This is an optimization exercise on Yosys and OpenROAD, whose aim is small area, not a production implementation.
In this exercise RTL edits were held to simulation tests only and were not proved equivalent to the original.
Power figures rest on the tool's default switching activity, not on a simulated workload.

--- design/flow/design.v ---
module sdb_pulse_block (
    input  wire        clk,
    input  wire        rst,
    input  wire        cmd_valid,
    input  wire [63:0] cmd,
    output wire [31:0] status,
    output wire [31:0] result,
    output wire [31:0] fault,
    output wire        bus_valid,
    output wire [1:0]  bus_op,
    output wire [15:0] bus_addr,
    output wire [7:0]  bus_wdata,
    input  wire        bus_done,
    input  wire        bus_err,
    input  wire [7:0]  bus_rdata,
    output wire        dly_valid,
    output wire [31:0] dly_ms,
    input  wire        dly_done,
    output wire [39:0] duty,
    output wire [3:0]  brake
);
    localparam [3:0] C_ENCODE = 4'h1, C_SET_OFFSET = 4'h2, C_GET_OFFSET = 4'h3,
                     C_CLEAR = 4'h4, C_PERSIST = 4'h5, C_RESTORE = 4'h6,
                     C_USER_READ = 4'h7, C_USER_WRITE = 4'h8, C_SET_ANGLE = 4'h9,
                     C_ZERO = 4'hA, C_STEER = 4'hB, C_SPIN = 4'hC, C_MOVE = 4'hD,
                     C_MOVE_TIMED = 4'hE, C_STOP = 4'hF, C_DRIVE = 4'h0;
    localparam [3:0] S_CINIT = 4'b0000, S_CALC  = 4'b0001, S_RD    = 4'b0010, S_WR    = 4'b0011,
                     S_CLEAR = 4'b0100, S_D_APP = 4'b0101, S_FIN   = 4'b0110, S_TWAIT = 4'b0111,
                     S_BUP   = 4'b1000, S_MR_A  = 4'b1001, S_MR_D  = 4'b1010, S_MW    = 4'b1011,
                     S_SV_LO = 4'b1100, S_SV_HI = 4'b1101, S_MR_W  = 4'b1110, S_MW_W  = 4'b1111;
    reg        busy, flt, rdy;
    reg [1:0]  tier, last;
    reg [3:0]  brk;
    reg [17:0] res;
    reg [9:0]  valL, valR;
    reg        hdL, hdR;
    reg [3:0]  op;
    reg        dir;
    reg [15:0] X;           
    reg [11:0] L;           
    wire [1:0] sel = L[9:8];
    reg [6:0]  ic;          
    reg [3:0]  state;
    reg [17:0] Q;           
    reg [6:0]  r;           
    reg [3:0]  pos;
    reg        clr;
    reg [7:0]  ring [0:15];
    wire [4:0] c_op  = cmd[63:59];
    wire [1:0] c_sel = cmd[58:57];
    wire       c_dir = cmd[56];
    wire z58  = (cmd[58:56] == 3'd0);
    wire z57  = (cmd[58:57] == 2'd0);
    wire s3   = (cmd[58:57] == 2'd3);
    wire zhi  = (cmd[55:48] == 8'd0);
    wire zA   = (cmd[47:32] == 16'd0);
    wire zB   = (cmd[31:16] == 16'd0);
    wire zH   = (cmd[15:8] == 8'd0);
    wire zV   = (cmd[7:0] == 8'd0);
    reg legal;
    always @(*) begin
        case (c_op)
            5'h01, 5'h02, 5'h08: legal = z58 & zB & zH;
            5'h03, 5'h07:        legal = z58 & zB & zH & zV;
            5'h04, 5'h05, 5'h06: legal = z58 & zA & zB & zH & zV;
            5'h09:               legal = z58 & zH & zV;
            5'h0A:               legal = ~s3 & ~cmd[56] & zA & zB & zH & zV;
            5'h0B, 5'h0C, 5'h0D: legal = z57 & zB & zH & zV;
            5'h0E:               legal = z57;
            5'h0F:               legal = z57 & zA & zB & zH & zV;
            5'h10:               legal = ~s3 & zB & zH & zV;
            default:             legal = 1'b0;
        endcase
        legal = legal & zhi;
    end
    wire [15:0] cA = cmd[47:32];
    wire [3:0]  cA_ch = cA[15] ? 4'd0 : (|cA[14:4]) ? 4'd15 : cA[3:0];
    wire        c_chop = (c_op == 5'h02) | (c_op == 5'h03) | (c_op == 5'h09);
    wire        c_zd    = (c_op == 5'h0A) | (c_op == 5'h10);
    wire        c_servo = (c_op == 5'h09) | (c_op == 5'h0A) | (c_op == 5'h0B) | (c_op == 5'h0C);
    wire o_enc   = (op == C_ENCODE);
    wire o_setof = (op == C_SET_OFFSET);
    wire o_get   = (op == C_GET_OFFSET);
    wire o_pers  = (op == C_PERSIST);
    wire o_rest  = (op == C_RESTORE);
    wire o_user  = (op == C_USER_READ) | (op == C_USER_WRITE);
    wire o_sa    = (op == C_SET_ANGLE);
    wire o_zero  = (op == C_ZERO);
    wire o_steer = (op == C_STEER);
    wire o_spin  = (op == C_SPIN);
    wire o_drive = (op == C_DRIVE);
    wire o_mt    = (op == C_MOVE_TIMED);
    wire o_ch    = o_setof | o_get | o_sa;
    wire o_servo = o_sa | o_zero | o_steer | o_spin;
    wire o_dops  = o_drive | o_mt | (op == C_MOVE);
    reg [3:0] sv_ch;
    reg       sv_last;
    always @(*) begin
        if (o_ch) begin
            sv_ch = L[11:8];
            sv_last = 1'b1;
        end else if (o_zero) begin
            case (sel)
                2'd0:    begin sv_ch = {1'b1, ic[1:0], 1'b1}; sv_last = (ic[1:0] == 2'd3); end
                2'd1:    begin sv_ch = 4'd0;                  sv_last = 1'b1; end
                default: begin sv_ch = ic[3:0];               sv_last = (ic[3:0] == 4'd15); end
            endcase
        end else begin
            sv_ch = {1'b1, ic[0], ic[0] ^ ic[1], 1'b1};
            sv_last = (ic[1:0] == 2'd3);
        end
    end
    wire neg = (o_steer & (~dir ^ ic[1])) | (o_spin & (ic[0] ^ ic[1]));
    wire use_ic = o_pers | o_rest | ((state == S_WR) & o_servo);
    wire [3:0] tgt = use_ic ? ic[3:0] : sv_ch;
    wire at_tgt = (pos == tgt);
    wire at15   = (pos == 4'd15);
    wire at7    = (pos[2:0] == 3'd7);
    wire [7:0] head = ring[0];
    wire [7:0] hl   = clr ? 8'd0 : head;
    wire md_e = o_enc;
    wire md_d = o_dops | (o_spin & ic[2]);
    wire [3:0] k = md_e ? ~pos : {1'b0, ~pos[2:0]};
    wire xk = X[k];
    wire lk = L[k[2:0]];
    wire k7 = (k == 4'd7);
    wire x_big7  = |X[14:7];
    wire hi90    = ~X[15] & (x_big7 | (X[6:0] > 7'd90));
    wire lo90    = X[15] & (~(&X[14:7]) | (X[6:0] < 7'd38));
    wire hi100   = ~X[15] & (x_big7 | (X[6:0] > 7'd100));
    localparam [7:0] K90 = 8'd90, KM90 = 8'hA6, K45 = 8'd45, K100 = 8'd100;
    reg mag;
    always @(*) begin
        if (o_zero) mag = 1'b0;
        else if (o_spin) mag = K45[k[2:0]];
        else if (o_steer & X[15]) mag = 1'b0;
        else if (hi90) mag = K90[k[2:0]];
        else if (lo90) mag = KM90[k[2:0]];
        else mag = xk;
    end
    wire spk = X[15] ? 1'b0 : hi100 ? K100[k[2:0]] : xk;
    localparam [15:0] CE = 16'h9267;
    localparam [7:0]  CP = 8'hE7, CN = 8'hC6;
    wire abit = md_e ? (xk ^ (k == 4'd15)) : (mag ^ neg ^ k7);
    wire bbit = k[3] ? 1'b0 : (lk ^ k7);
    wire cbit = md_e ? CE[k] : (neg ? CN[k[2:0]] : CP[k[2:0]]);
    wire [1:0] m = {1'b0, abit} + {1'b0, bbit};
    reg ge1, ge2;
    always @(*) begin
        if (md_d) begin
            ge1 = spk ? (r >= 7'd39) : (r >= 7'd50);
            ge2 = spk & (r >= 7'd89);
        end else begin
            case (m)
                2'd0: begin ge1 = (r >= 7'd45); ge2 = 1'b0; end
                2'd1: begin ge1 = cbit ? (r >= 7'd23) : (r >= 7'd24); ge2 = cbit ? (r >= 7'd68) : (r >= 7'd69); end
                default: begin ge1 = (r >= 7'd2); ge2 = (r >= 7'd47); end
            endcase
        end
    end
    reg [8:0] kc;
    always @(*) begin
        if (md_d) kc = (spk ? 9'd23 : 9'd0) - (ge2 ? 9'd200 : ge1 ? 9'd100 : 9'd0);
        else kc = {8'd0, cbit} + (m == 2'd2 ? 9'd86 : m == 2'd1 ? 9'd43 : 9'd0) - (ge2 ? 9'd180 : ge1 ? 9'd90 : 9'd0);
    end
    wire [8:0] t  = {1'b0, r, 1'b0} + kc;
    wire [6:0] rn = t[6:0];
    wire       e0 = ge1 & ~ge2;
    wire [2:0] dd = md_d ? ((spk ? 3'd5 : 3'd0) + {2'b0, ge2}) : ({1'b0, m} + {2'b0, ge2});
    wire [17:0] q_step = {Q[16:0] + {14'd0, dd}, e0};
    wire [6:0]  r_init = md_e ? 7'd68 : md_d ? 7'd0 : (neg ? 7'd87 : 7'd86);
    wire [17:0] q_init = md_d ? 18'd0 : 18'h3FFFE;
    wire aligned = md_e ? at15 : at7;
    wire [9:0] dq = Q[9:0];
    wire [1:0] dq_tier = (dq < 10'd341) ? 2'd1 : (dq < 10'd682) ? 2'd2 : 2'd3;
    wire [15:0] user_addr = X + 16'd16;
    wire [15:0] mem_addr  = o_user ? user_addr : {12'd0, ic[3:0]};
    wire [7:0]  bup_addr  = (ic == 7'd4) ? 8'hFE : ((ic[6:3] == 4'd0) & ~(ic[2] & ic[1])) ? 8'h00 : {1'b0, ic};
    wire [7:0]  bup_data  = (ic == 7'd3) ? 8'h10 : (ic == 7'd4) ? 8'h65 : 8'h00;
    wire [5:0]  sv_rb     = {2'b00, sv_ch} + 6'd2;
    reg [15:0] badr;
    reg [7:0]  bwd;
    always @(*) begin
        badr = 16'd0; bwd = 8'd0;
        case (state)
            S_BUP:   begin badr = {8'd0, bup_addr}; bwd = bup_data; end
            S_SV_LO: begin badr = {8'd0, sv_rb, 2'b00}; bwd = Q[7:0]; end
            S_SV_HI: begin badr = {8'd0, sv_rb, 2'b01}; bwd = Q[15:8]; end
            S_MR_A, S_MR_D: badr = mem_addr;
            S_MW:    begin badr = mem_addr; bwd = L[7:0]; end
            default: ;
        endcase
    end
    wire bv = state[3] & ~(state[2] & state[1]);
    wire [1:0] bop = state[2] ? 2'd0 : state[1:0];
    wire dv = state[2] & state[1] & (state[3] | state[0]);
    wire [31:0] dms = state[3] ? 32'd5 : {Q[15:0], brk, L};    
    assign bus_valid = busy & bv;
    assign bus_op    = bus_valid ? bop  : 2'd0;
    assign bus_addr  = bus_valid ? badr : 16'd0;
    assign bus_wdata = bus_valid ? bwd  : 8'd0;
    assign dly_valid = busy & dv;
    assign dly_ms    = dly_valid ? dms : 32'd0;
    wire [1:0] fkind = (bop == 2'd0) ? 2'd1 : (bop == 2'd3) ? 2'd3 : 2'd2;
    wire init_mid = flt & o_servo & ((state == S_BUP) | (state == S_MR_A) | (state == S_MR_D));
    assign status = {20'd0, brk, last, tier, rdy, init_mid, flt, busy};
    assign result = {{14{res[17]}}, res};
    assign fault  = flt ? {badr, 8'd0, 1'b0, fkind, 1'b0, op} : 32'd0;
    assign duty   = {hdR ? valR : 10'd0, hdR ? 10'd0 : valR, hdL ? valL : 10'd0, hdL ? 10'd0 : valL};
    assign brake  = brk;
    wire wen = busy & (state == S_WR) & at_tgt;
    wire [7:0] ring_in = wen ? L[7:0] : hl;
    integer i;
    always @(posedge clk) begin
        for (i = 0; i < 15; i = i + 1) ring[i] <= ring[i + 1];
        ring[15] <= ring_in;
    end
    always @(posedge clk) r <= (state == S_CINIT) ? r_init : rn;
    always @(posedge clk) begin
        if (rst) begin
            pos <= 4'd0;
            clr <= 1'b1;
        end else begin
            pos <= pos + 4'd1;
            if (busy & (state == S_CLEAR) & at15) clr <= 1'b1;
            else if (at15) clr <= 1'b0;
        end
    end
    wire bd = bus_done & ~bus_err;
    wire be = bus_done & bus_err;
    task finish;
        input [17:0] value;
        begin
            res  <= value;
            last <= 2'd0;
            busy <= 1'b0;
        end
    endtask
    always @(posedge clk) begin
        if (rst) begin
            busy <= 1'b0;
            flt  <= 1'b0;
            rdy  <= 1'b0;
            tier <= 2'd0;
            last <= 2'd0;
            brk  <= 4'd0;
            res  <= 18'd0;
            valL <= 10'd0;
            valR <= 10'd0;
        end else if (!busy) begin
            if (cmd_valid) begin
                if (flt) begin
                    res <= 18'd0; last <= 2'd3;
                end else if (!legal) begin
                    res <= 18'd0; last <= 2'd1;
                end else if (c_op == 5'h0F) begin
                    brk <= {4{c_dir}}; res <= 18'd0; last <= 2'd0;
                end else begin
                    if (c_op == 5'h0E) brk <= cmd[15:12];
                    busy <= 1'b1;
                    op   <= c_op[3:0];
                    dir  <= c_dir;
                    X    <= (c_op == 5'h09) ? cmd[31:16] : cA;
                    L    <= {cmd[11:10], cmd[9:8] | (c_zd ? c_sel : 2'd0), cmd[7:0]} | {c_chop ? cA_ch : 4'd0, 8'd0};
                    Q[15:0] <= cmd[31:16];
                    ic   <= {5'd0, {2{c_servo & ~rdy}}};
                    case (c_op)
                        5'h01, 5'h0D, 5'h10: state <= S_CINIT;
                        5'h02:               state <= S_WR;
                        5'h03, 5'h05:        state <= S_RD;
                        5'h04:               state <= S_CLEAR;
                        5'h06, 5'h07:        state <= S_MR_A;
                        5'h08:               state <= S_MW;
                        5'h0E:               state <= S_TWAIT;
                        default:             state <= rdy ? S_RD : S_BUP;
                    endcase
                end
            end
        end else begin
            case (state)
                S_CINIT: begin
                    Q <= q_init;
                    if (aligned) state <= S_CALC;
                end
                S_CALC: begin
                    Q <= q_step;
                    if (aligned) state <= md_e ? S_FIN : md_d ? S_D_APP : S_SV_LO;
                end
                S_FIN: finish(o_enc ? Q : {{10{L[7]}}, L[7:0]});
                S_RD: if (at_tgt) begin
                    L[7:0] <= hl;
                    state <= o_get ? S_FIN : o_pers ? S_MW : S_CINIT;
                end
                S_WR: if (at_tgt) begin
                    if (o_setof) finish(18'd0);
                    else if (ic[3:0] == 4'd15) begin
                        ic <= 7'd0;
                        if (o_rest) finish(18'd0);
                        else begin rdy <= 1'b1; state <= S_RD; end
                    end else begin
                        ic <= ic + 7'd1;
                        state <= S_MR_A;
                    end
                end
                S_CLEAR: if (at15) finish(18'd0);
                S_BUP: if (bd) begin
                    if (ic == 7'd69) begin ic <= 7'd0; state <= S_MR_A; end
                    else ic <= ic + 7'd1;
                end
                S_MR_A: if (bd) state <= S_MR_W;
                S_MR_W: if (dly_done) state <= S_MR_D;
                S_MR_D: if (bd) begin
                    L[7:0] <= bus_rdata;
                    state <= o_user ? S_FIN : S_WR;
                end
                S_SV_LO: if (bd) state <= S_SV_HI;
                S_SV_HI: if (bd) begin
                    ic <= ic + 7'd1;
                    if (sv_last) begin
                        if (o_spin) state <= S_CINIT;
                        else finish(18'd0);
                    end else state <= S_RD;
                end
                S_MW: if (bd) state <= S_MW_W;
                S_MW_W: if (dly_done) begin
                    if (o_user | (ic[3:0] == 4'd15)) finish(18'd0);
                    else begin ic <= ic + 7'd1; state <= S_RD; end
                end
                S_TWAIT: if (dly_done) state <= S_CINIT;
                S_D_APP: begin
                    tier <= dq_tier;
                    if (o_mt) brk <= 4'd0;
                    if (~o_drive | (sel != 2'd1)) begin
                        valL <= dq;
                        hdL  <= o_spin ? ~dir : dir;
                    end
                    if (~o_drive | (sel != 2'd0)) begin
                        valR <= dq;
                        hdR  <= dir;
                    end
                    finish(18'd0);
                end
                default: ;
            endcase
            if (be) begin
                busy <= 1'b0;
                flt  <= 1'b1;
                res  <= 18'd0;
                last <= 2'd2;
                state <= state;
                ic   <= ic;
            end
        end
    end
endmodule
--- design/flow/flow/run.sh ---
#!/bin/bash
# Own layout flow: the standard flow (standard.sh), with one change in synthesis:
# the technology-mapping ABC call uses flow/area.abc (deeper AIG optimisation and
# area-oriented mapping) instead of ORFS's abc script. Everything else, including
# every register and its cell type, is exactly the standard synthesis.
# Clock tree synthesis runs without dummy loads, and the port buffers are buf_1.
set -euo pipefail
W=$(pwd)
F="$W/flow"
{
  head -n 1 "$W/synth_recipe.tcl"
  cat <<TCL
proc abc {args} {
  set i [lsearch -exact \$args -script]
  if {\$i >= 0} { set args [lreplace \$args [expr {\$i + 1}] [expr {\$i + 1}] $F/area.abc] }
  yosys abc {*}\$args
}
TCL
  tail -n +2 "$W/synth_recipe.tcl"
} > "$W/own_synth.tcl"
bash "$W/standard.sh" "SYNTH_SCRIPT=$W/own_synth.tcl" \
  "CTS_ARGS=-sink_clustering_enable -repair_clock_nets -buf_list sky130_fd_sc_hd__clkbuf_8 -sink_clustering_size 20 -sink_clustering_max_diameter 60 -dont_use_dummy_load" \
  "BUFFER_PORTS_ARGS=-buffer_cell sky130_fd_sc_hd__buf_1" \
  finish > "$W/standard_flow.log" 2>&1
--- design/flow/flow/area.abc ---
strash
ifraig
dc2
&get -n
&deepsyn -T 120
&put
dch -f
amap -m
topo
--- design/flow/standard.sh ---
#!/bin/bash
# synth_recipe.tcl (not shown) runs the flow's synth.tcl, then flattens the netlist and writes it again
# the make line also repeats each setting of config.mk as NAME=value (left out here)
make -C /OpenROAD-flow-scripts/flow DESIGN_CONFIG=/design/flow/config.mk WORK_HOME=/design/flow/orfs CLKGATE_MAP_FILE= SYNTH_SCRIPT=/design/flow/synth_recipe.tcl "${@:-finish}"
--- design/flow/config.mk ---
export PLATFORM = sky130hd
export DESIGN_NAME = sdb_pulse_block
export DESIGN_NICKNAME = sdb_pulse_block
export VERILOG_FILES = /design/flow/design.v
export SDC_FILE = /design/flow/constraint.sdc
export NUM_CORES = 4
export LEC_CHECK = 0
export ABC_AREA = 1
export CAP_MARGIN = 0
export CORE_MARGIN = 2
export CORE_UTILIZATION = 40
export SLEW_MARGIN = 0
--- design/flow/constraint.sdc ---
create_clock -name core_clock -period 50.0 [get_ports {clk}]
set_input_delay 10.0000 -clock core_clock [delete_from_list [all_inputs] [get_ports {clk}]]
set_output_delay 10.0000 -clock core_clock [all_outputs]
set_load 0.01 [all_outputs]
==> impl_metrics.tcl, run 1 <==
set metrics [dict create \
    io_pins 278 \
    final_common_cell "nor2_1" \
    layout_min_cycle_time_ns 14.82 \
    wire_per_inst_um 20.0 \
    gr-total-overflow 0 \
    numCtsBuffers 24 \
    ir_drop_mv 0.0168 \
    dp_hpwl_um 32000 \
    cts_num_sinks 253 \
    syn_avg_cell_area_sq_um 8.53 \
    powerDensity_nw_per_um2 32.8 \
    dpl.cell_count 1998 \
    p_seq_share_pct 49.9 \
    min_period_over_period_pct 29.6 \
    regToRegEndpoint "r[6]" \
    fin_tns_setup_ns 0 \
    maxSlewViolCount 0 \
    r2r_cells 42 \
    slew_headroom_pct 20.4 \
    synth_edf_count 64 \
    worstPathRequired_ns 50.14 \
    cts_max_level 1 \
    antennaDiodeCount 0 \
    arrival_ns 14.95 \
    yosysWarnings 2 \
    clockBufferDepth 3 \
    rsz0062_at_grt "no" \
    fp.dieArea_sq_um 30800 \
    p_comb_share_pct 25.8 \
    yosysSeqAreaShare_pct 48.6 \
    port_buffers 247 \
    status "no timing/DRC/antenna violations" \
    synth_cells 1378 \
    p_int_mw 0.302 \
    antenna_found_initial 0 \
    final_hold_viol_count 0 \
    grt_usage_pct 25.7 \
    initial_utilization_pct 40.8 \
    die_h_um 175 \
    core_region_area_sq_um 28800 \
    netlist_area_sq_um 11800 \
    mostFrequentLayoutCells "286 x nor2_1, 247 x buf_1, 196 x clkinv_1, 189 x dfxtp_1, 86 x o21ai_0" \
    synth_cell_types 46 \
    yosys_register_bits 253 \
    clk-insertion-delay-late_ns 0.60 \
    sw_frac_of_total_pct 30.7 \
    nNetsFinal 1760 \
    clkPwrFrac_pct 24.3 \
    drtPass1Iterations 5 \
    drtAntennaViolNets 0 \
    ys.flop_type "dfxtp_1" \
    critical_path.max_fanout 18 \
    holdPathStages 0 \
    crit_path_start_kind "input port" \
    tightest_slew_ns 1.19 \
    fin_skew_ns 0.123 \
    drc_errors 0 \
    die_w_um 175 \
    vias_per_cell 5.50 \
    endpoint_kind "flip-flop" \
    cts_setup_buffers 0 \
    maxCapViolCount 0 \
    fmax_mhz 67.5 \
    synthArstFlopShare_pct 0 \
    setup_viol 0 \
    grt_max_degree 27 \
    ctsHoldBuffers 0 \
    rows 62 \
    cts_root_buffer "clkbuf_8" \
    drive_gt1_share_pct 2.26 \
    p_switching_mw 0.134 \
    reg2reg_from "pos[2]" \
    routed_wl_um 40400 \
    whs_endpoint "ring[13][1]" \
    setup.worst_path.class "input port to flip-flop" \
    hold_class "flip-flop to flip-flop" \
    r2r_setup_slack_ns 41.52 \
    final_cells 2022 \
    clk_pin_slew_worst_paths_ns 0.11 \
    cts_tree "done" \
    gp_congestion 0.953 \
    syn2layout_area_growth_pct 13.2 \
    drtIter0Drc 1118 \
    vias 11119 \
    grt_pass1_vias 10266 \
    hp-start "ring[14][1]" \
    grt_pass1_wl_um 60700 \
    cts.repair.resized 0 \
    final_area_sq_um 13300 \
    leakage_nw 4.57 \
    place_area_sq_um 13000 \
]
[final cells by class]
type / count / area, sq um
fill: 2945 / 15500
sequential: 253 / 5710
multi-input combinational: 906 / 5030
timing repair buffer: 259 / 1020
inverter: 196 / 736
tap: 384 / 480
clock buffer: 24 / 330
[per-layer routing]
metal	routed length (um)	GRT usage, %	share of wire [%]
met5	0	0	0
met2	17600	40.9	44
met4	1240	7.64	3.1
met3	3450	3.57	8.5
met1	18100	36.4	45
[synthesized netlist by cell type (4+ instances only)]
| master | number | area [sq um] |
|---|---|---|
| a31oi_1 | 35 | 219 |
| nand4_1 | 7 | 43.8 |
| o21ai_0 | 87 | 435 |
| o32ai_1 | 4 | 35.0 |
| nor2_1 | 286 | 1070 |
| buf_4 | 52 | 390 |
| ha_1 | 40 | 500 |
| o21a_1 | 11 | 82.6 |
| o22ai_1 | 49 | 307 |
| nor3_1 | 42 | 210 |
| o211ai_1 | 4 | 30.0 |
| o221a_1 | 13 | 146 |
| dfxtp_1 | 189 | 3780 |
| nand3_1 | 27 | 135 |
| a21oi_1 | 61 | 305 |
| o221ai_1 | 18 | 158 |
| nor4_1 | 8 | 50.1 |
| a211oi_1 | 7 | 52.6 |
| nand2_1 | 68 | 255 |
| o31ai_1 | 4 | 30.0 |
| a22oi_1 | 15 | 113 |
| a2111oi_0 | 9 | 78.8 |
| or3_1 | 10 | 62.6 |
| edfxtp_1 | 64 | 1920 |
| or2_0 | 6 | 37.5 |
| o22a_1 | 19 | 166 |
| or4_1 | 5 | 37.5 |
| nor2b_1 | 8 | 50.1 |
| o21bai_1 | 4 | 30.0 |
| a221oi_1 | 9 | 78.8 |
| clkinv_1 | 196 | 736 |
[critical path: stages]
cell	delay [ns]
buf_1	0.22
clkinv_1	0.20
nor2_1	0.21
clkinv_1	0.11
nor2_1	0.91
clkinv_1	0.75
a2111oi_0	0.54
a32oi_1	0.15
or3_1	0.35
a21oi_1	0.18
o21ai_0	0.14
a21o_1	0.22
a2111oi_0	0.30
nor2_1	0.12
nor2_1	0.50
[worst max-delay path by stage]
stage | from | to | slack, ns | cells after the start
final | cmd[62] | ic[3] | 35.18 | 15
after global routing | cmd[62] | state[0] | 34.48 | 16
after CTS | cmd[62] | ic[3] | 35.25 | 15
after detailed placement | cmd[62] | state[0] | 34.72 | 16
after global placement | cmd[62] | state[1] | 34.83 | 16
after floorplan | cmd[62] | state[0] | 34.75 | 12
[sequential cells by signal (all words and copies together) (netlist names), 2 cells and up]
signal and flops:
op 4, state 4, res 18, pos 4, brk 4, tier 2
valR 10, L 12, X 16, Q 18, ic 7, ring 128
r 7, last 2, valL 10
[kinds of logic after synthesis]
family                   count (synthesis)  share of synthesized area, %
buffers and inverters                  248                          9.58
AO/OA/AOI/OAI                          363                          20.4
adder cells (fa/ha/maj)                 42                          4.60
AND/OR/NAND/NOR                        471                          16.9
flip-flops                             253                          48.6
other                                    1                        0.0319
[through the flow]
| step | hold slack (ns) | worst slack [ns] | power [mW] | utilization [%] |
|---|---|---|---|---|
| 3_5_place_dp | 0.312 | 34.72 | 0.335 | 45.1 |
| 5_1_grt | 0.283 | 34.48 | 0.465 | 46.2 |
| 6_report | 0.286 | 35.18 | 0.436 | 46.2 |
| 4_1_cts | 0.282 | 35.25 | 0.440 | 46.2 |
| 2_1_floorplan | 0.310 | 34.75 | 0.309 | - |
| 3_3_place_gp | 0.310 | 34.83 | 0.330 | 45.1 |
[power groups by stage]
stage	registers (mW)	logic, mW	clock network [mW]
after floorplan	0.221	0.0882	0
after global placement	0.222	0.108	0
after detailed placement	0.222	0.112	0
after CTS	0.218	0.113	0.110
after global routing	0.218	0.130	0.117
final	0.218	0.112	0.106
==> run 2, diff against run 1 <==
==> design/flow/flow/area.abc (replaced) <==
strash
ifraig
dc2
&get -n
&deepsyn -T 60
&put
dch -f
amap -m
topo
--- a/design/flow/config.mk
+++ b/design/flow/config.mk
@@ -6,7 +6,10 @@
 export NUM_CORES = 4
 export LEC_CHECK = 0
 export ABC_AREA = 1
-export CAP_MARGIN = 0
+export CAP_MARGIN = 20
 export CORE_MARGIN = 2
 export CORE_UTILIZATION = 40
-export SLEW_MARGIN = 0
+export CTS_BUF_LIST = sky130_fd_sc_hd__clkbuf_8
+export CTS_CLUSTER_DIAMETER = 60
+export CTS_CLUSTER_SIZE = 20
+export SLEW_MARGIN = 20
==> run 2 against run 1 <==
Effect of this change: still clean on timing, DRC and antenna; critical path type is now flip-flop to output port; power about the same; sequential share of layout area about the same; hold slack got worse by 0.0037 ns; clock skew decreased by 0.0015 ns; via count decreased by 0.15%; cell count increased by 0.35%; critical path depth decreased by 1; critical endpoint is now bus_addr[4]; die area unchanged; largest cell class unchanged.
==> impl_metrics.tcl, run 2 <==
set metrics [dict create \
    numCtsBuffers 22 \
    io_pins 278 \
    antennaDiodeCount 0 \
    yosysSeqAreaShare_pct 48.6 \
    use_met3_pct 3.27 \
    drtIter0Drc 996 \
    sw_frac_of_total_pct 31.0 \
    syn2layout_area_growth_pct 13.1 \
    clkPwrFrac_pct 23.3 \
    gr-usage-met2_pct 39.6 \
    core_region_area_sq_um 28800 \
    crit_path_start_kind "flip-flop" \
    status "no timing/DRC/antenna violations" \
    rows 62 \
    tightest_slew_ns 1.09 \
    reg_top3 "ring: 128 flops, Q: 18 flops, res: 18 flops" \
    port_buffers 247 \
    hold_slack_ns 0.283 \
    syn_avg_cell_area_sq_um 8.48 \
    cts_tree "done" \
    setup_viol 0 \
    hold_class "flip-flop to flip-flop" \
    gr-total-overflow 0 \
    clk_pin_slew_worst_paths_ns 0.10 \
    cts_num_sinks 253 \
    path_buf_inv 5 \
    synthArstFlopShare_pct 0 \
    gp_congestion 0.962 \
    cp_slowest_cell "a2111oi_1" \
    dp_hpwl_um 30600 \
    ys.flop_type "dfxtp_1" \
    yosysWarnings 2 \
    min_period_over_period_pct 28.3 \
    yosys.area.top_type "dfxtp_1" \
    synth_cells 1386 \
    fin_tns_setup_ns 0 \
    setup.worst_path.class "flip-flop to output port" \
    grt_pass1_vias 10208 \
    grt_usage_pct 24.9 \
    vias 11102 \
    p_switching_mw 0.135 \
    vias_per_cell 5.47 \
    crit_chain "clkinv_1 -> nor2_1 -> clkinv_1 -> nor2_1 -> clkinv_1 -> nor2_1 -> clkinv_1 -> o22ai_1 -> nor3_1 -> a21oi_1 -> ha_1 -> a2111oi_1 -> nor2_1 -> buf_1" \
    drtAntennaViolNets 0 \
    maxSlewViolCount 0 \
    rsz0062_at_grt "no" \
    mostFrequentLayoutCells "303 x nor2_1, 247 x buf_1, 190 x clkinv_1, 189 x dfxtp_1, 79 x o21ai_0" \
    top_usage_layer "met2" \
    drive_gt1_share_pct 2.31 \
    synth_cell_types 48 \
    nFillCells 2910 \
    largest_register_ffs 128 \
    cts_root_buffer "clkbuf_8" \
    powerDensity_nw_per_um2 32.8 \
    die_h_um 175 \
    grtUsageMet1_pct 35.0 \
    clk-insertion-delay-late_ns 0.60 \
    p_comb_share_pct 26.5 \
    drc_errors 0 \
    ir_drop_mv 0.0169 \
    nNetsFinal 1767 \
    routed_wl_um 39200 \
    fin_skew_ns 0.122 \
    fmax_mhz 70.6 \
    netlist_area_sq_um 11800 \
    cts.repair.resized 0 \
    synthTopCellsByCount "303 x nor2_1, 190 x clkinv_1, 189 x dfxtp_1" \
    endpoint_kind "output port" \
    final_hold_viol_count 0 \
    layout_min_cycle_time_ns 14.16 \
    critical_path.max_fanout 6 \
    drtPass1Iterations 5 \
    p_int_mw 0.301 \
    path_delay_family "compound AO/OA/AOI/OAI gates" \
    grt_pass1_wl_um 59200 \
    slew_headroom_pct 26.5 \
    final_common_cell "nor2_1" \
    synth.most_common_cell "nor2_1" \
    antenna_found_initial 0 \
    ys_top_cells_by_area "dfxtp_1 32%, edfxtp_1 16%, nor2_1 9.7%, clkinv_1 6.1%, ha_1 4.3%" \
    worstPathRequired_ns 40.00 \
    leakage_nw 4.61 \
    regMostFlops "ring" \
    yosys_register_bits 253 \
    synth_edf_count 64 \
    die_w_um 175 \
    arrival_ns 4.16 \
    cts_max_level 1 \
    critPathMaxStageDelay_ns 0.75 \
    fp.dieArea_sq_um 30800 \
    wire_per_inst_um 19.3 \
    clockBufferDepth 3 \
    p_seq_share_pct 50.2 \
    cts_setup_buffers 0 \
    ctsHoldBuffers 0 \
    grt_max_degree 33 \
    initial_utilization_pct 40.8 \
    maxCapViolCount 0 \
    yosysTopAreaCellShare_pct 32.2 \
]
[run 2: stage by stage]
stage	cells	utilization [%]	instance area (sq um)	total power, mW	worst slack (ns)
2_1_floorplan	1415	-	11900	0.312	34.96
3_3_place_gp	2007	45.1	13000	0.335	35.68
3_5_place_dp	2007	45.1	13000	0.338	35.53
4_1_cts	2029	46.2	13300	0.440	35.71
5_1_grt	2029	46.2	13300	0.469	35.52
6_report	2029	46.2	13300	0.436	35.84
[run 2: worst paths after layout]
kind / from / end / slack (ns) / cells past startpoint
worst max-delay path: op[3] / bus_addr[4] / 35.84 / 14
worst min-delay path: ring[13][4] / ring[12][4] / 0.28 / 0
worst max register to register: pos[2] / Q[16] / 42.29 / 37
worst min register to register: ring[13][4] / ring[12][4] / 0.28 / 0
[run 2: layer usage]
layer	part of all wire, %	vias to the layer above
met5	0	-
met4	3.3	0
met3	8.1	73
met2	44	585
met1	44	5134
li1	-	5310
[run 2: worst register-to-register path, delay by kind of cell (launching register included)]
family	cells	cell delay, ns
simple gates	13	2.48
compound gates	11	1.71
buf+inv	9	1.57
fa+ha+maj	3	0.92
flops	1	0.61
xor+xnor	1	0.19
[run 2: logic make-up after synthesis]
kind of cell	after synthesis	share of synthesized area, %
and+or+nand+nor	512	18.5
AOI/OAI and AO/OA	335	18.8
DFF	253	48.6
buffers and inverters	242	9.39
adders and majority gates	42	4.60
xor gates and xnor gates	1	0.0746
other	1	0.0319
[run 2: power by group through the flow]
stage | clock [mW] | sequential (mW) | combinational, mW
global route | 0.113 | 0.220 | 0.136
global placement | 0 | 0.223 | 0.111
floorplan | 0 | 0.222 | 0.0905
detailed placement | 0 | 0.223 | 0.114
finish | 0.102 | 0.219 | 0.115
CTS | 0.106 | 0.219 | 0.116
[run 2: final cells by class]
type | count | area [sq um] | share of cell area, %
Clock buffer | 22 | 303 | 2.28
Tap cell | 384 | 480 | 3.61
Multi-Input combinational cell | 920 | 5070 | 38.1
Sequential cell | 253 | 5710 | 42.9
Inverter | 190 | 713 | 5.36
Timing Repair Buffer | 260 | 1020 | 7.71
==> run 3, diff against run 2 <==
--- a/design/flow/flow/run.sh
+++ b/design/flow/flow/run.sh
@@ -3,7 +3,7 @@
 # the technology-mapping ABC call uses flow/area.abc (deeper AIG optimisation and
 # area-oriented mapping) instead of ORFS's abc script. Everything else, including
 # every register and its cell type, is exactly the standard synthesis.
-# Clock tree synthesis runs without dummy loads, and the port buffers are buf_1.
+# Clock tree synthesis runs without dummy loads.
 set -euo pipefail
 W=$(pwd)
 F="$W/flow"
@@ -20,5 +20,4 @@
 } > "$W/own_synth.tcl"
 bash "$W/standard.sh" "SYNTH_SCRIPT=$W/own_synth.tcl" \
   "CTS_ARGS=-sink_clustering_enable -repair_clock_nets -buf_list sky130_fd_sc_hd__clkbuf_8 -sink_clustering_size 20 -sink_clustering_max_diameter 60 -dont_use_dummy_load" \
-  "BUFFER_PORTS_ARGS=-buffer_cell sky130_fd_sc_hd__buf_1" \
   finish > "$W/standard_flow.log" 2>&1
==> run 3 against run 2 <==
Effect of this change: critical path depth did not move; area after synthesis stayed put; final area up 11%; clock-buffer cell count is 1 lower; cell count fell by 0.15%; clock skew fell by 0.025 ns; clock power about the same; utilization rose by 5.3 points; flip-flop and latch count is the same; synthesized cell count did not move; non-clock buffer count down 2; power increased by 1.1%.
==> impl_metrics.tcl, run 3 <==
set metrics [dict create \
    gp_congestion 0.975 \
    cts.repair.resized 0 \
    synth_edf_count 64 \
    ys_top_cells_by_area "dfxtp_1 32%, edfxtp_1 16%, nor2_1 9.7%, clkinv_1 6.1%, ha_1 4.3%" \
    die_w_um 175 \
    leakage_nw 5.18 \
    hp-start "ring[10][2]" \
    io_pins 278 \
    layout_min_cycle_time_ns 14.69 \
    critPathMaxStageDelay_ns 0.93 \
    yosys_register_bits 253 \
    critical_path.max_fanout 6 \
    rows 62 \
    setup_viol 0 \
    initial_utilization_pct 40.8 \
    antenna_found_initial 0 \
    final_cells 2026 \
    cts_max_level 1 \
    endpoint_kind "output port" \
    clk_pin_slew_worst_paths_ns 0.10 \
    r2r_cells 37 \
    hold_class "flip-flop to flip-flop" \
    reg2reg_from "pos[2]" \
    holdPathStages 0 \
    maxSlewViolCount 0 \
    grt_usage_pct 25.9 \
    numCtsBuffers 21 \
    final_area_sq_um 14800 \
    cp_slowest_cell "a2111oi_0" \
    drtIter0Drc 778 \
    place_area_sq_um 14500 \
    min_period_over_period_pct 29.4 \
    p_seq_share_pct 49.7 \
    hold_slack_ns 0.331 \
    timing.final.ws_setup_ns 35.31 \
    antennaDiodeCount 0 \
    vias 11024 \
    worstPathRequired_ns 40.00 \
    tightest_slew_ns 1.10 \
    sw_frac_of_total_pct 31.0 \
    yosys.area.top_type "dfxtp_1" \
    status "no timing/DRC/antenna violations" \
    yosysWarnings 2 \
    routed_wl_um 40800 \
    largest_register_ffs 128 \
    ys.flop_type "dfxtp_1" \
    rsz0062_at_grt "no" \
    p_int_mw 0.304 \
    synth_cells 1386 \
    maxCapViolCount 0 \
    drc_errors 0 \
    nNetsFinal 1764 \
    drive_gt1_share_pct 2.13 \
    crit_chain "clkinv_1 -> nor2_1 -> clkinv_1 -> nor2_1 -> clkinv_1 -> nor2_1 -> clkinv_1 -> o22ai_1 -> nor3_1 -> a21oi_1 -> ha_1 -> a2111oi_0 -> nor2_1 -> clkdlybuf4s50_1" \
    yosysSeqAreaShare_pct 48.6 \
    power_mw 0.441 \
    final_util_pct 51.5 \
    r2r_setup_slack_ns 42.22 \
    syn2layout_area_growth_pct 26.0 \
    cts_setup_buffers 0 \
    regToRegEndpoint "Q[16]" \
    cts_num_sinks 253 \
    reg_top3 "ring: 128 flops, Q: 18 flops, res: 18 flops" \
    wire_per_inst_um 20.1 \
    seqCellArea_sq_um 5710 \
    grt_pass1_vias 10400 \
    final_common_cell "nor2_1" \
    core_region_area_sq_um 28800 \
    vias_per_cell 5.44 \
    cts_root_buffer "clkbuf_8" \
    regMostFlops "ring" \
    clkPwrFrac_pct 22.7 \
    dpl.cell_count 2005 \
    gr-total-overflow 0 \
    clk-insertion-delay-late_ns 0.57 \
    syn_avg_cell_area_sq_um 8.48 \
    whs_endpoint "ring[9][2]" \
    p_switching_mw 0.137 \
    yosysTopAreaCellShare_pct 32.2 \
    dp_hpwl_um 31800 \
    ir_drop_mv 0.0197 \
    drtPass1Iterations 8 \
    final_hold_viol_count 0 \
    multi_input_area_sq_um 5070 \
    mostFrequentLayoutCells "303 x nor2_1, 247 x clkdlybuf4s50_1, 190 x clkinv_1, 189 x dfxtp_1, 79 x o21ai_0" \
    slew_headroom_pct 24.7 \
    cts_tree "done" \
    p_comb_share_pct 27.5 \
    clockBufferDepth 3 \
    synth_cell_types 48 \
    fmax_mhz 68.1 \
    ctsHoldBuffers 0 \
    fp.dieArea_sq_um 30800 \
    powerDensity_nw_per_um2 29.7 \
    place_ws_ns 35.23 \
    port_buffers 247 \
    grt_pass1_wl_um 61500 \
    synthTopCellsByCount "303 x nor2_1, 190 x clkinv_1, 189 x dfxtp_1" \
    netlist_area_sq_um 11800 \
    fin_skew_ns 0.0965 \
    synthArstFlopShare_pct 0 \
    fin_tns_setup_ns 0 \
    grt_max_degree 33 \
    arrival_ns 4.69 \
    setup.worst_path.class "flip-flop to output port" \
    crit_path_start_kind "flip-flop" \
    nFillCells 2726 \
    drtAntennaViolNets 0 \
    die_h_um 175 \
    synth.most_common_cell "nor2_1" \
]
run 3: worst max-delay path: cells and delay by family (launching register included):
family	cells	cell delay, ns
adder cells (fa/ha/maj)	1	0.29
AND/OR/NAND/NOR	5	0.88
buffers and inverters	5	1.16
flip-flops	1	0.39
AO/OA/AOI/OAI	3	1.42
run 3: metal layers:
layer	GRT usage [%]	share of wire, %
met5	0	0
met4	8.85	3.4
met3	4.46	8.8
met2	41.6	44
met1	35.4	44
run 3: cell type report:
class,count,area share [%]
multi-input cells,920,34.2
clock buffers,21,1.95
well taps,384,3.24
repair buffers,258,17.3
inverters,190,4.82
flip-flops and latches,253,38.5
run 3: how the worst max path moves through the flow:
| stage | cells past startpoint | slack, ns | from | endpoint |
|---|---|---|---|---|
| 2_1_floorplan | 11 | 34.96 | cmd[60] | ic[0] |
| 3_3_place_gp | 19 | 35.31 | cmd[41] | res[16] |
| 3_5_place_dp | 19 | 35.23 | cmd[41] | res[16] |
| 4_1_cts | 14 | 35.41 | op[3] | bus_addr[4] |
| 5_1_grt | 14 | 34.98 | op[3] | bus_addr[4] |
| 6_report | 14 | 35.31 | op[3] | bus_addr[4] |
run 3: power by group through the flow:
stage	sequential [mW]	combinational, mW	clock [mW]
2_1_floorplan	0.222	0.0905	0
3_3_place_gp	0.224	0.117	0
3_5_place_dp	0.223	0.119	0
4_1_cts	0.219	0.121	0.103
5_1_grt	0.220	0.141	0.110
6_report	0.219	0.121	0.100
run 3: kinds of logic after synthesis:
logic type                 share of synthesized area (%)
AOI/OAI and AO/OA                                   18.8
xor gates and xnor gates                          0.0746
adders and majority gates                           4.60
buffers and inverters                               9.39
DFF                                                 48.6
other                                             0.0319
and+or+nand+nor                                     18.5
==> run 4, diff against run 3 <==
--- a/design/flow/flow/run.sh
+++ b/design/flow/flow/run.sh
@@ -19,5 +19,5 @@
   tail -n +2 "$W/synth_recipe.tcl"
 } > "$W/own_synth.tcl"
 bash "$W/standard.sh" "SYNTH_SCRIPT=$W/own_synth.tcl" \
-  "CTS_ARGS=-sink_clustering_enable -repair_clock_nets -buf_list sky130_fd_sc_hd__clkbuf_8 -sink_clustering_size 20 -sink_clustering_max_diameter 60 -dont_use_dummy_load" \
+  "CTS_ARGS=-sink_clustering_enable -repair_clock_nets -buf_list sky130_fd_sc_hd__clkbuf_8 -sink_clustering_size 18 -sink_clustering_max_diameter 70 -dont_use_dummy_load" \
   finish > "$W/standard_flow.log" 2>&1
==> run 4 against run 3 <==
Effect of this change: combinational power is essentially flat; largest power group unchanged; register-to-register slack is essentially flat; largest cell class unchanged; hold slack lost 0.0085 ns; worst setup slack lost 0.044 ns; critical endpoint unchanged; global-route usage grew 0.080 points; clock-buffer cell count shrank 1; sequential power is essentially flat; flip-flop and latch count is the same; still clean on timing, DRC and antenna; cell count is essentially flat; via count grew 0.44%; synthesized cell count is the same; clock skew grew 0.017 ns.
==> impl_metrics.tcl, run 4 <==
set metrics [dict create \
    status "no timing/DRC/antenna violations" \
    clk_pin_slew_worst_paths_ns 0.11 \
    cts_root_buffer "clkbuf_8" \
    synthTopCellsByCount "303 x nor2_1, 190 x clkinv_1, 189 x dfxtp_1" \
    cts_setup_buffers 0 \
    yosys_register_bits 253 \
    syn2layout_area_growth_pct 25.9 \
    cts_max_level 1 \
    dr.max_layer_used "met4" \
    setup_viol 0 \
    cts.repair.resized 0 \
    vias_per_cell 5.47 \
    ys.flop_type "dfxtp_1" \
    initial_utilization_pct 40.8 \
    fp.dieArea_sq_um 30800 \
    reg2reg_from "op[1]" \
    clockBufferDepth 3 \
    routed_wl_um 41000 \
    dpl.cell_count 2005 \
    arrival_ns 4.73 \
    numCtsBuffers 20 \
    final_hold_viol_count 0 \
    worstSetupStartpoint "op[3]" \
    cts_num_sinks 253 \
    dp_hpwl_um 31800 \
    wl_met3_um 3480 \
    clk-insertion-delay-late_ns 0.57 \
    nNetsFinal 1763 \
    crit_path_start_kind "flip-flop" \
    drtAntennaViolNets 0 \
    hp-start "ring[6][6]" \
    antennaDiodeCount 0 \
    fin_tns_setup_ns 0 \
    grt_pass1_vias 10403 \
    ctsHoldBuffers 0 \
    hold_slack_ns 0.322 \
    critical_path.max_fanout 6 \
    maxSlewViolCount 0 \
    drtPass1Iterations 6 \
    gp_congestion 0.975 \
    vias 11072 \
    maxCapViolCount 0 \
    drtIter0Drc 777 \
    gr-total-overflow 0 \
    met1Wirelength_um 18100 \
    io_pins 278 \
    tightest_slew_ns 1.13 \
    die_w_um 175 \
    hold_class "flip-flop to flip-flop" \
    setup.worst_path.class "flip-flop to output port" \
    final_common_cell "nor2_1" \
    port_buffers 247 \
    regMostFlops "ring" \
    core_region_area_sq_um 28800 \
    mostFrequentLayoutCells "303 x nor2_1, 247 x clkdlybuf4s50_1, 190 x clkinv_1, 189 x dfxtp_1, 79 x o21ai_0" \
    powerDensity_nw_per_um2 29.6 \
    endpoint_kind "output port" \
    grt_pass1_wl_um 61600 \
    synthArstFlopShare_pct 0 \
    synth_cells 1386 \
    synth_edf_count 64 \
    fmax_mhz 67.9 \
    yosysWarnings 2 \
    final_cells 2025 \
    wire_per_inst_um 20.2 \
    min_period_over_period_pct 29.5 \
    slew_headroom_pct 23.0 \
    yosysTopAreaCellShare_pct 32.2 \
    fin_skew_ns 0.113 \
    route.met2.wl_um 18400 \
    die_h_um 175 \
    rsz0062_at_grt "no" \
    largest_register_ffs 128 \
    grt_max_degree 33 \
    grt_usage_pct 26.0 \
    timing.final.ws_setup_ns 35.27 \
    leakage_nw 5.17 \
    antenna_found_initial 0 \
    reg_top3 "ring: 128 flops, Q: 18 flops, res: 18 flops" \
    rows 62 \
    synth_cell_types 48 \
    worstPathRequired_ns 40.00 \
    drc_errors 0 \
    place_ws_ns 35.23 \
    yosys.area.top_type "dfxtp_1" \
    syn_avg_cell_area_sq_um 8.48 \
    synth.most_common_cell "nor2_1" \
    yosysSeqAreaShare_pct 48.6 \
    netlist_area_sq_um 11800 \
    ys_top_cells_by_area "dfxtp_1 32%, edfxtp_1 16%, nor2_1 9.7%, clkinv_1 6.1%, ha_1 4.3%" \
    cts_tree "done" \
    ir_drop_mv 0.0202 \
    nFillCells 2722 \
    power_mw 0.438 \
    layout_min_cycle_time_ns 14.73 \
    drive_gt1_share_pct 2.07 \
]
## run 4: cell counts after synthesis
No cell type changed its count.
## run 4: worst paths after layout
kind                  to  slack, ns  cells past startpoint
min           ring[5][6]       0.32                      0
max reg2reg        Q[16]      42.23                     36
min reg2reg   ring[5][6]       0.32                      0
max          bus_addr[4]      35.27                     14
## run 4: power by group
part | switching, mW | internal, mW
clock | 0.0621 | 0.0360
sequential | 0.00519 | 0.214
combinational | 0.0686 | 0.0525
total | 0.136 | 0.302
## run 4: worst max-delay path, cell delays in order, from the launching register on
cell and delay [ns]:
edfxtp_1 0.39, clkinv_1 0.16, nor2_1 0.20, clkinv_1 0.14, nor2_1 0.29, clkinv_1 0.21
nor2_1 0.21, clkinv_1 0.12, o22ai_1 0.16, nor3_1 0.06, a21oi_1 0.32, ha_1 0.30
a2111oi_0 0.95, nor2_1 0.13, clkdlybuf4s50_1 0.53
## run 4: layer usage
layer / up-vias / GRT usage [%]
li1: 5311 / -
met1: 5146 / 35.7
met2: 558 / 42.4
met3: 57 / 3.98
met4: 0 / 7.67
met5: - / 0
## run 4: kinds of logic after synthesis
| kind of cell | count (synthesis) | share of synthesized area, % |
|---|---|---|
| AND/OR/NAND/NOR | 512 | 18.5 |
| flip-flops | 253 | 48.6 |
| buffers and inverters | 242 | 9.39 |
| XOR/XNOR | 1 | 0.0746 |
| AO/OA/AOI/OAI | 335 | 18.8 |
| other | 1 | 0.0319 |
| adder cells (fa/ha/maj) | 42 | 4.60 |
## run 4: layout make-up
cell class,count,area (sq um),area share (%)
timing repair buffer,258,2550,17.3
inverter,190,713,4.82
sequential,253,5710,38.6
tap,384,480,3.25
clock buffer,20,275,1.86
multi-input combinational,920,5070,34.2
## run 4: metrics by stage
stage	utilization [%]	instance area [sq um]
2_1_floorplan	-	11900
3_3_place_gp	50.5	14500
3_5_place_dp	50.5	14500
4_1_cts	51.4	14800
5_1_grt	51.4	14800
6_report	51.4	14800
==> run 5, diff against run 4 <==
--- a/design/flow/flow/run.sh
+++ b/design/flow/flow/run.sh
@@ -3,7 +3,7 @@
 # the technology-mapping ABC call uses flow/area.abc (deeper AIG optimisation and
 # area-oriented mapping) instead of ORFS's abc script. Everything else, including
 # every register and its cell type, is exactly the standard synthesis.
-# Clock tree synthesis runs without dummy loads.
+# Clock tree synthesis runs without dummy loads, and the port buffers are buf_1.
 set -euo pipefail
 W=$(pwd)
 F="$W/flow"
@@ -20,4 +20,5 @@
 } > "$W/own_synth.tcl"
 bash "$W/standard.sh" "SYNTH_SCRIPT=$W/own_synth.tcl" \
   "CTS_ARGS=-sink_clustering_enable -repair_clock_nets -buf_list sky130_fd_sc_hd__clkbuf_8 -sink_clustering_size 18 -sink_clustering_max_diameter 70 -dont_use_dummy_load" \
+  "BUFFER_PORTS_ARGS=-buffer_cell sky130_fd_sc_hd__buf_1" \
   finish > "$W/standard_flow.log" 2>&1
==> run 5 against run 4 <==
Effect of this change: power decreased by 2.0%; area after synthesis did not move; hold slack got worse by 0.027 ns; clock-buffer cell count is 1 lower; worst setup slack better by 0.63 ns; die area did not move; critical endpoint is now bus_wdata[6]; largest power group unchanged.
==> impl_metrics.tcl, run 5 <==
set metrics [dict create \
    hold_slack_ns 0.295 \
    wire_per_inst_um 19.3 \
    synth.most_common_cell "nor2_1" \
    cts_root_buffer "clkbuf_8" \
    rows 62 \
    drtAntennaViolNets 0 \
    power_mw 0.429 \
    endpoint_kind "output port" \
    gp_congestion 0.962 \
    fin_tns_setup_ns 0 \
    synthTopCellsByCount "303 x nor2_1, 190 x clkinv_1, 189 x dfxtp_1" \
    vias 11092 \
    core_region_area_sq_um 28800 \
    io_pins 278 \
    fmax_mhz 70.9 \
    arrival_ns 4.10 \
    drive_gt1_share_pct 2.13 \
    maxCapViolCount 0 \
    crit_chain "clkinv_1 -> nor2_1 -> nand3_1 -> nor3b_1 -> clkinv_1 -> nor2_1 -> nor2_1 -> o21ai_0 -> buf_1" \
    maxSlewViolCount 0 \
    synth_cell_types 48 \
    final_util_pct 46.0 \
    final_area_sq_um 13300 \
    yosys.area.top_type "dfxtp_1" \
    antennaDiodeCount 0 \
    place_area_sq_um 13000 \
    setup_viol 0 \
    ir_drop_mv 0.0168 \
    port_buffers 247 \
    powerDensity_nw_per_um2 32.4 \
    leakage_nw 4.59 \
    grt_usage_pct 24.8 \
    netlist_area_sq_um 11800 \
    ys.flop_type "dfxtp_1" \
    vias_per_cell 5.47 \
    drtIter0Drc 1013 \
    critPathMaxStageDelay_ns 0.64 \
    path_delay_family "simple AND/OR/NAND/NOR gates" \
    setup.worst_path.class "flip-flop to output port" \
    final_hold_viol_count 0 \
    gr-total-overflow 0 \
    numCtsBuffers 19 \
    drc_errors 0 \
    syn_avg_cell_area_sq_um 8.48 \
    syn2layout_area_growth_pct 12.8 \
    slew_headroom_pct 23.5 \
    die_h_um 175 \
    rsz0062_at_grt "no" \
    regMostFlops "ring" \
    cts_setup_buffers 0 \
    drtPass1Iterations 5 \
    ys_top_cells_by_area "dfxtp_1 32%, edfxtp_1 16%, nor2_1 9.7%, clkinv_1 6.1%, ha_1 4.3%" \
    hp-start "ring[13][4]" \
    ctsHoldBuffers 0 \
    antenna_found_initial 0 \
    die_w_um 175 \
    cts_tree "done" \
    dp_hpwl_um 30600 \
    worstSetupStartpoint "state[3]" \
    cts_num_sinks 253 \
    cts_max_level 1 \
    cp_slowest_cell "edfxtp_1" \
    yosysSeqAreaShare_pct 48.6 \
    final_common_cell "nor2_1" \
    synth_cells 1386 \
    grt_pass1_wl_um 59000 \
    reg2reg_from "pos[2]" \
    critical_path.max_fanout 11 \
    routed_wl_um 39200 \
    hold_class "flip-flop to flip-flop" \
    min_period_over_period_pct 28.2 \
    crit_top_cell "nor2_1" \
    layout_min_cycle_time_ns 14.10 \
    initial_utilization_pct 40.8 \
    synthArstFlopShare_pct 0 \
    tightest_slew_ns 1.14 \
    fin_skew_ns 0.0533 \
    fp.dieArea_sq_um 30800 \
    synth_edf_count 64 \
    status "no timing/DRC/antenna violations" \
    yosysTopAreaCellShare_pct 32.2 \
    cts.repair.resized 0 \
    grt_max_degree 33 \
    path_buf_inv 3 \
    worstPathRequired_ns 40.00 \
    place_ws_ns 35.53 \
    clk_pin_slew_worst_paths_ns 0.11 \
    largest_register_ffs 128 \
    timing.final.ws_setup_ns 35.90 \
    nNetsFinal 1764 \
    reg_top3 "ring: 128 flops, Q: 18 flops, res: 18 flops" \
    grt_pass1_vias 10188 \
    crit_path_start_kind "flip-flop" \
    final_cells 2026 \
    clk-insertion-delay-late_ns 0.54 \
    yosys_register_bits 253 \
    dpl.cell_count 2007 \
    clockBufferDepth 3 \
    yosysWarnings 2 \
    mostFrequentLayoutCells "303 x nor2_1, 247 x buf_1, 190 x clkinv_1, 189 x dfxtp_1, 79 x o21ai_0" \
]
[run 5: power by group]
group	leakage (nW)	switching (mW)	internal (mW)
clock	0.137	0.0610	0.0343
combinational	2.35	0.0672	0.0480
sequential	2.10	0.00515	0.214
[run 5: final cells by class]
| type | count | area, sq um |
|---|---|---|
| multi-input cells | 920 | 5070 |
| well taps | 384 | 480 |
| inverters | 190 | 713 |
| repair buffers | 260 | 1020 |
| flip-flops and latches | 253 | 5710 |
| fillers | 2912 | 15500 |
| clock buffers | 19 | 262 |
[run 5: logic make-up after synthesis]
kind of cell    synth area share (%)
other cells                   0.0319
flops                           48.6
fa+ha+maj                       4.60
compound gates                  18.8
simple gates                    18.5
xor+xnor                      0.0746
buf+inv                         9.39
[run 5: metal layers]
metal  global-route usage (%)  routed length [um]  vias up
met2                     40.0               17600      560
met3                     3.07                2930       66
li1                         -                   -     5318
met1                     34.7               17400     5148
met4                     7.57                1260        0
met5                        0                   0        -
[run 5: worst reg2reg max path: cells and delay by family, from the launching register on]
kind / cells / cell delay [ns]
xor gates and xnor gates: 1 / 0.19
AOI/OAI and AO/OA: 11 / 1.72
and+or+nand+nor: 13 / 2.47
adders and majority gates: 3 / 0.92
buffers and inverters: 9 / 1.58
DFF: 1 / 0.63
[run 5: final timing paths]
check | end | slack (ns) | cells past startpoint
hold reg to reg | ring[12][4] | 0.30 | 0
setup reg to reg | Q[16] | 42.24 | 37
setup / recovery | bus_wdata[6] | 35.90 | 9
hold / removal | ring[12][4] | 0.30 | 0
==> run 6, diff against run 5 <==
--- a/design/flow/flow/run.sh
+++ b/design/flow/flow/run.sh
@@ -19,6 +19,6 @@
   tail -n +2 "$W/synth_recipe.tcl"
 } > "$W/own_synth.tcl"
 bash "$W/standard.sh" "SYNTH_SCRIPT=$W/own_synth.tcl" \
-  "CTS_ARGS=-sink_clustering_enable -repair_clock_nets -buf_list sky130_fd_sc_hd__clkbuf_8 -sink_clustering_size 18 -sink_clustering_max_diameter 70 -dont_use_dummy_load" \
+  "CTS_ARGS=-sink_clustering_enable -repair_clock_nets -buf_list {sky130_fd_sc_hd__clkbuf_4 sky130_fd_sc_hd__clkbuf_8} -sink_clustering_size 16 -sink_clustering_max_diameter 50 -dont_use_dummy_load" \
   "BUFFER_PORTS_ARGS=-buffer_cell sky130_fd_sc_hd__buf_1" \
   finish > "$W/standard_flow.log" 2>&1
==> design/flow/flow/area.abc (replaced) <==
strash
ifraig
dc2
&get -n
&deepsyn -T 120
&put
dch -f
amap -m
topo
==> design/flow/config.mk (replaced) <==
export PLATFORM = sky130hd
export DESIGN_NAME = sdb_pulse_block
export DESIGN_NICKNAME = sdb_pulse_block
export VERILOG_FILES = /design/flow/design.v
export SDC_FILE = /design/flow/constraint.sdc
export NUM_CORES = 4
export LEC_CHECK = 0
export ABC_AREA = 1
export CAP_MARGIN = 0
export CORE_MARGIN = 2
export CORE_UTILIZATION = 40
export SLEW_MARGIN = 0
==> run 6 against run 5 <==
Effect of this change: critical endpoint is now ic[3]; flip-flop and latch count did not move; register-to-register slack lost 0.77 ns; via count up 0.57%; critical path type is now input port to flip-flop.
==> impl_metrics.tcl, run 6 <==
set metrics [dict create \
    status "no timing/DRC/antenna violations" \
    use_met3_pct 4.11 \
    setup_viol 0 \
    yosys_register_bits 253 \
    ys.flop_type "dfxtp_1" \
    layout_min_cycle_time_ns 14.85 \
    vias_per_cell 5.50 \
    yosysSeqAreaShare_pct 48.6 \
    drc_errors 0 \
    top_usage_layer "met2" \
    synthArstFlopShare_pct 0 \
    ys_top_cells_by_area "dfxtp_1 32%, edfxtp_1 16%, nor2_1 9.1%, clkinv_1 6.3%, ha_1 4.3%" \
    die_h_um 175 \
    worstPathRequired_ns 50.15 \
    hp-start "ring[10][7]" \
    holdPathStages 0 \
    syn2layout_area_growth_pct 13.8 \
    worstSetupStartpoint "cmd[62]" \
    yosys.area.top_type "dfxtp_1" \
    die_w_um 175 \
    fp.dieArea_sq_um 30800 \
    setup.worst_path.class "input port to flip-flop" \
    gr-usage-met2_pct 40.8 \
    leakage_nw 4.61 \
    io_pins 278 \
    cts_setup_buffers 0 \
    min_period_over_period_pct 29.7 \
    cts_max_level 1 \
    core_region_area_sq_um 28800 \
    yosysWarnings 2 \
    whs_endpoint "ring[9][7]" \
    ctsHoldBuffers 0 \
    reg2reg_from "pos[2]" \
    powerDensity_nw_per_um2 33.4 \
    clk-insertion-delay-late_ns 0.61 \
    initial_utilization_pct 40.8 \
    port_buffers 247 \
    fin_tns_setup_ns 0 \
    dp_hpwl_um 32000 \
    grtUsageMet1_pct 35.7 \
    fin_skew_ns 0.0970 \
    syn_avg_cell_area_sq_um 8.53 \
    gp_congestion 0.953 \
    r2r_cells 42 \
    arrival_ns 15.01 \
    grt_pass1_wl_um 60700 \
    timing.final.ws_setup_ns 35.15 \
    synth_cell_types 46 \
    r2r_setup_slack_ns 41.47 \
    cts_num_sinks 253 \
    cts_root_buffer "clkbuf_8" \
    seqCellArea_sq_um 5710 \
    reg_top3 "ring: 128 flops, Q: 18 flops, res: 18 flops" \
    cts_tree "done" \
    drtIter0Drc 1063 \
    critical_path.max_fanout 18 \
    drtAntennaViolNets 0 \
    clk_pin_slew_worst_paths_ns 0.09 \
    synth_edf_count 64 \
    largest_register_ffs 128 \
    synthTopCellsByCount "286 x nor2_1, 196 x clkinv_1, 189 x dfxtp_1" \
    synth.most_common_cell "nor2_1" \
    ir_drop_mv 0.0164 \
    nFillCells 2936 \
    hold_slack_ns 0.295 \
    endpoint_kind "flip-flop" \
    routed_wl_um 40500 \
    vias 11155 \
    synth_cells 1378 \
    final_hold_viol_count 0 \
    slew_headroom_pct 20.0 \
    cts.repair.resized 0 \
    yosysTopAreaCellShare_pct 32.2 \
    fmax_mhz 67.3 \
    grt_max_degree 27 \
    regMostFlops "ring" \
    grt_pass1_vias 10361 \
    rows 62 \
    maxSlewViolCount 0 \
    wire_per_inst_um 20.0 \
    final_common_cell "nor2_1" \
    numCtsBuffers 29 \
    regToRegEndpoint "r[6]" \
    antenna_found_initial 0 \
    drive_gt1_share_pct 2.56 \
    tightest_slew_ns 1.20 \
    multi_input_area_sq_um 5030 \
    maxCapViolCount 0 \
    gr-total-overflow 0 \
    crit_path_start_kind "input port" \
    place_ws_ns 34.72 \
    hold_class "flip-flop to flip-flop" \
    rsz0062_at_grt "no" \
    drtPass1Iterations 6 \
    clockBufferDepth 3 \
    mostFrequentLayoutCells "286 x nor2_1, 247 x buf_1, 196 x clkinv_1, 189 x dfxtp_1, 86 x o21ai_0" \
    netlist_area_sq_um 11800 \
    grt_usage_pct 25.7 \
    nNetsFinal 1765 \
    antennaDiodeCount 0 \
]
==> run 6: worst max-delay path, stage by stage <==
cell       delay, ns
buf_1           0.22
clkinv_1        0.20
nor2_1          0.21
clkinv_1        0.11
nor2_1          0.92
clkinv_1        0.77
a2111oi_0       0.56
a32oi_1         0.15
or3_1           0.35
a21oi_1         0.18
o21ai_0         0.14
a21o_1          0.23
a2111oi_0       0.31
nor2_1          0.12
nor2_1          0.52
==> run 6: final cells by class <==
class	count	area share (%)
Sequential cell	253	42.7
Multi-Input combinational cell	906	37.6
Timing Repair Buffer	259	7.61
Inverter	196	5.50
Tap cell	384	3.59
Clock buffer	29	2.99
==> run 6: worst max-delay path by stage <==
stage / end / slack, ns / depth (start not counted)
floorplan: state[0] / 34.75 / 12
global placement: state[1] / 34.83 / 16
detailed placement: state[0] / 34.72 / 16
CTS: ic[3] / 35.27 / 15
global route: state[0] / 34.54 / 16
finish: ic[3] / 35.15 / 15
==> run 6: power breakdown <==
group	internal [mW]	switching, mW	leakage (nW)	total [mW]
sequential	0.213	0.00461	2.11	0.218
clock	0.0508	0.0652	0.209	0.116
combinational	0.0463	0.0659	2.29	0.112
total	0.310	0.136	4.61	0.446
==> run 6: per-stage QoR <==
step / instances / power, mW / area, sq um / util [%]
floorplan: 1407 / 0.309 / 11900 / -
global placement: 1998 / 0.330 / 13000 / 45.1
detailed placement: 1998 / 0.335 / 13000 / 45.1
CTS: 2027 / 0.450 / 13400 / 46.4
global route: 2027 / 0.475 / 13400 / 46.4
finish: 2027 / 0.446 / 13400 / 46.4
==> run 6: logic make-up (layout without fill, tap and decap cells) <==
logic type / Yosys count / in the layout / share of synthesized area, %
buf+inv: 248 / 484 / 9.58
simple gates: 471 / 471 / 16.9
fa+ha+maj: 42 / 42 / 4.60
other cells: 1 / 30 / 0.0319
flops: 253 / 253 / 48.6
compound gates: 363 / 363 / 20.4
==> run 6: metal layers <==
metal  part of all wire, %  wire (um)  up-vias
met5                     0          0        -
met4                   3.4       1370        0
met3                   9.2       3710       83
met2                    44      17700      598
met1                    44      17700     5181
li1                      -          -     5293

## re-timing with driven ports
The flow's constraints put no driver on any port. The routed layouts listed below were extracted and timed again, unchanged, in two steps. Step 1 assumes that a clkbuf_16 drives the clock port and a buf_2 every other input. Step 2 moves the port delays by t, midway between the first and last clock arrival at a register: inputs arrive t later, outputs are due t later. That takes back most of the time a late clock gives input paths. Three values: ideal ports, drivers, drivers and shift; two values: the first two.
| run | shift t [ns] | setup WS [ns] | slew at the worst register clock pin (ns) |
|---|---|---|---|
| run 1 | 0.583 | 35.184 / 35.184 / 34.601 | 0.11 / 0.11 |
| run 2 | 0.578 | 35.836 / 35.793 / 35.471 | 0.11 / 0.11 |
| run 3 | 0.564 | 35.314 / 35.273 / 35.090 | 0.11 / 0.11 |
| run 4 | 0.556 | 35.270 / 35.223 / 35.091 | 0.11 / 0.11 |
| run 5 | 0.556 | 35.895 / 35.851 / 35.451 | 0.11 / 0.11 |
| run 6 | 0.609 | 35.145 / 35.149 / 34.541 | 0.09 / 0.09 |
After both steps setup and hold are still met in every run listed. The setup slack of run 6, which loses most, moves by +0.004 ns with the drivers and by -0.604 ns with both steps.
